This design comes from an exercise in tuning for small area, a short achievable clock period and few clock cycles on the open sky130 flow, not from production work.
Function was checked by simulation only, so behaviour that the tests miss may differ from the original.
No activity file was given, so power comes from the tool's default toggle rates.

Setup of job 4252:
// gss_engine
module gss_engine (
    input  wire        clk,
    input  wire        rst,           
    input  wire        start,         
    input  wire [15:0] in_len,        
    output reg         busy,
    output reg         done,
    output reg         err,
    output reg         passthru,
    output reg         rstop,
    output reg  [2:0]  err_code,
    output reg  [3:0]  err_info,
    output wire [15:0] err_pos,
    output reg  [15:0] res_len,
    output reg  [7:0]  hdr_enc,
    output reg  [7:0]  hdr_pack,
    output reg  [31:0] hdr_usize,
    output reg  [15:0] in_addr,
    input  wire [7:0]  in_rdata,
    output wire [15:0] out_addr,
    output reg         out_we,
    output reg  [7:0]  out_wdata,
    input  wire [7:0]  out_rdata
);
Size: ~190 flip-flops, ~170 I/O pins, about 12,000 sq um of cells after synthesis.
export LEC_CHECK = 0
export CAP_MARGIN = 20
export CORE_MARGIN = 2
export CORE_UTILIZATION = 40
export PLACE_DENSITY = 0.6
export SETUP_SLACK_MARGIN = 5
export SLEW_MARGIN = 20
export TNS_END_PERCENT = 0
create_clock -name core_clock -period 10.0 [get_ports {clk}]
standard.sh (not shown) runs the stock make flow with config.mk's settings and CLKGATE_MAP_FILE= SYNTH_SCRIPT=/design/flow/synth_recipe.tcl, a recipe that flattens the netlist after the stock synthesis.
==> flow/flow/run.sh <==
#!/bin/bash
# Standard ORFS layout (standard.sh) with two changes in how it is made:
# the port buffers are buf_1 cells, and repair_timing aims for a setup margin
# of MARGIN ns. Clock period and constraints are unchanged.
set -euo pipefail
MARGIN=7.5
bash standard.sh "BUFFER_PORTS_ARGS=-buffer_cell sky130_fd_sc_hd__buf_1" "SETUP_SLACK_MARGIN=$MARGIN" finish > standard_flow.log 2>&1
Job 4252 went all the way through synthesis, placement and routing and the layout is clean on timing, DRC and antenna.
Testbench counts of job 4252, summed over its fixed seeds: cycles 134,315.
[inputs] job 1828 vs job 4252
- PLACE_DENSITY: 0.6 -> 0.75
- CORE_UTILIZATION: 40 -> 55
--- a/flow/flow/run.sh
+++ b/flow/flow/run.sh
@@ -4,4 +4,4 @@
 # of MARGIN ns. Clock period and constraints are unchanged.
 set -euo pipefail
-MARGIN=7.5
+MARGIN=7
 bash standard.sh "BUFFER_PORTS_ARGS=-buffer_cell sky130_fd_sc_hd__buf_1" "SETUP_SLACK_MARGIN=$MARGIN" finish > standard_flow.log 2>&1
Results
On total power after layout, job 1828 tracks job 4252 almost exactly. Higher number of clock-tree buffers in the layout among job 1828 and job 4252: job 4252. Measured against job 1828, the post-route non-filler standard cell count of job 4252 comes out at 1.06 times the reference value. Compared to job 4252, job 1828 has switching power of the nets about 2.5% higher. Between job 4252 and job 1828, clock-cell share of area increased. Lower required time of the critical path goes to job 1828 over job 4252. Job 1828 — synthesis-to-finish area growth 4.6 points lower, job 4252 as reference. Relative to job 4252, the clock period minus worst slack of job 1828 is higher by 100 ps. Going from job 4252 to job 1828, non-clock buffer total of the final layout now smaller; remaining max-slew budget at the tightest pin went up 1.3 points; combinational share of power shows a reduction of 0.8 points.
The inputs of job 6724 differ from those of job 1828 as listed below.
- PLACE_DENSITY changed from 0.75 to 0.6
- CORE_UTILIZATION changed from 55 to 40
Results
In job 6724 the switching power share of the total turned out 0.90 points lower than in job 1828. Taking job 1828 as the reference point, the total stage count of the critical path of job 6724 falls by 7. From job 1828 to job 6724 the numbers moved as follows: register clock-pin slew on the reported worst setup and hold paths held; global-route usage went down 7.2 points; total power held; fraction of final layout cells with drive strength greater than 1 went up 2.9 points; count of multi-input combinational gates held.
Modified inputs, job 5000 compared to job 6724
- a change of PLACE_DENSITY from 0.6 to 0.7
### Flow results
- The final wirelength number comes out lower for job 5000 vs job 6724.
- Detailed route wirelength on metal3 in job 5000 is 0.49% higher than in job 6724
- Job 5000 vs. job 6724: post-placement worst setup slack went up by 12 ps.
- Going from job 6724 to job 5000, clock-buffer cell count shrinks by 2.

Another version of the RTL of gss_engine (not shown whole).
Size in the first run: roughly 1700 cells after synthesis, about 190 flip-flops, roughly 170 I/O pins, ~13000 sq um of cells after synthesis.
export LEC_CHECK = 0
export CAP_MARGIN = 20
export CORE_MARGIN = 2
export CORE_UTILIZATION = 40
export PLACE_DENSITY = 0.6
export SETUP_SLACK_MARGIN = 5
export SLEW_MARGIN = 20
create_clock -name core_clock -period 10.0 [get_ports {clk}]
==> flow/flow/run.sh <==
#!/bin/bash
# Standard ORFS layout (standard.sh) with two changes in how it is made:
# the port buffers are buf_1 cells, and repair_timing aims for a setup margin
# of MARGIN ns. Clock period and constraints are unchanged.
set -euo pipefail
MARGIN=6.5
bash standard.sh "BUFFER_PORTS_ARGS=-buffer_cell sky130_fd_sc_hd__buf_1" "SETUP_SLACK_MARGIN=$MARGIN" finish > standard_flow.log 2>&1
The baseline completed without violations.
Testbench counts at the start, summed over its fixed seeds: cycles 133,816.
Next try:
--- a/flow/flow/run.sh
+++ b/flow/flow/run.sh
@@ -4,4 +4,4 @@
 # of MARGIN ns. Clock period and constraints are unchanged.
 set -euo pipefail
-MARGIN=6.5
+MARGIN=7
 bash standard.sh "BUFFER_PORTS_ARGS=-buffer_cell sky130_fd_sc_hd__buf_1" "SETUP_SLACK_MARGIN=$MARGIN" finish > standard_flow.log 2>&1
- TNS_END_PERCENT: default -> 5
Result:
- The changed run completed without violations
- design area came out higher by 3.8%
- global-route usage climbs by 1.3 points
- wire length grows by 4.4%
- maximum frequency grows by 4.0%
- non-clock buffer count increases by 23
- worst setup slack improves by 0.14 ns
- power rose by 7.4%
- register-to-register slack is better by 0.14 ns
- worst hold slack stays flat
- die area does not change
Next try:
- TNS_END_PERCENT: 5 -> 0
The new run completed with no timing, DRC or antenna violations.
Hold slack loses 0.0053 ns.
Wire length falls by 1.2%.
Via count falls by 0.83%.

sierra:
Another version of the RTL of gss_engine (not shown whole).
For scale: ~1600 cells after synthesis, roughly 180 flip-flops, about 170 I/O pins, ~13000 um2 of cells after synthesis.
Settings: LEC_CHECK=0, ABC_CLOCK_PERIOD_IN_PS=4000, CAP_MARGIN=20, CORE_MARGIN=2, CORE_UTILIZATION=40, PLACE_DENSITY=0.6, SETUP_SLACK_MARGIN=5, SLEW_MARGIN=20; clock period 10.0 ns.
run.sh (not shown) runs the stock make flow with config.mk's settings and CLKGATE_MAP_FILE= SYNTH_SCRIPT=/design/flow/synth_recipe.tcl, a recipe that flattens the netlist after the stock synthesis.
Stock flow here: none of the scripts above is used.
sierra completed end to end with timing, DRC and antenna clean.
Testbench counts of sierra, summed over its fixed seeds: cycles 133,435.
For harbor, these inputs were changed with respect to sierra:
- ABC_CLOCK_PERIOD_IN_PS: 4000 -> unset
- SETUP_SLACK_MARGIN: 5 -> unset
--- outcome ---
Max number of standard cells in the final layout excluding fillers across harbor and sierra: sierra
Per the comparison of harbor with sierra, post-synthesis to final-layout area growth fell 1.7 points, total power fell about 1.8%, switching share of power rose 0.27 points.
Sequential share of layout area | harbor above sierra
In harbor the combinational group share of total power turned out 0.8 points lower than in sierra.
harbor ended up with a lower post-route clock skew than sierra did.
Higher routed wire length among harbor and sierra: sierra

-- afterwards: timing with drivers on the ports --
No port has a modelled driver above. Below, the same layouts with a new extraction and two added sets of constraints.
Step 1 assumes that a clkbuf_16 drives the clock port and a buf_2 every other input.
Step 2, shift: input delay + t, output delay - t, t = (earliest + latest rising clock arrival at the registers) / 2. This alone moves slack from input paths to output paths.
Slacks: no drivers / after step 1 / after step 2; pairs: no drivers / after step 1.
run	t, ns	setup slack, ns	worst hold slack (ns)	worst register clock-pin slew, ns	cell pins on the clock port's net
job 4252	0.494	6.969 / 6.940 / 6.450	0.479 / 0.479 / 0.479	0.08 / 0.08	1
job 1828	0.490	6.867 / 6.837 / 6.387	0.475 / 0.475 / 0.475	0.09 / 0.09	1
job 6724	0.497	6.941 / 6.889 / 6.424	0.478 / 0.478 / 0.478	0.08 / 0.08	1
job 5000	0.497	6.857 / 6.836 / 6.345	0.483 / 0.483 / 0.483	0.09 / 0.09	1
the first run of note 2	0.504	6.487 / 6.487 / 5.995	0.474 / 0.474 / 0.474	0.08 / 0.08	1
the second run of note 2	0.508	6.624 / 6.596 / 6.088	0.472 / 0.472 / 0.472	0.09 / 0.09	1
the third run of note 2	0.507	6.553 / 6.547 / 6.040	0.467 / 0.467 / 0.467	0.08 / 0.08	1
sierra	0.504	5.170 / 5.170 / 4.710	0.488 / 0.488 / 0.488	0.08 / 0.08	1
harbor	0.496	4.288 / 4.321 / 3.825	0.488 / 0.488 / 0.488	0.08 / 0.08	1
After both steps setup and hold are still met in every run listed. For the second run of note 2, which loses most, drivers alone change the setup slack by -0.028 ns; drivers and shift together by -0.536 ns.
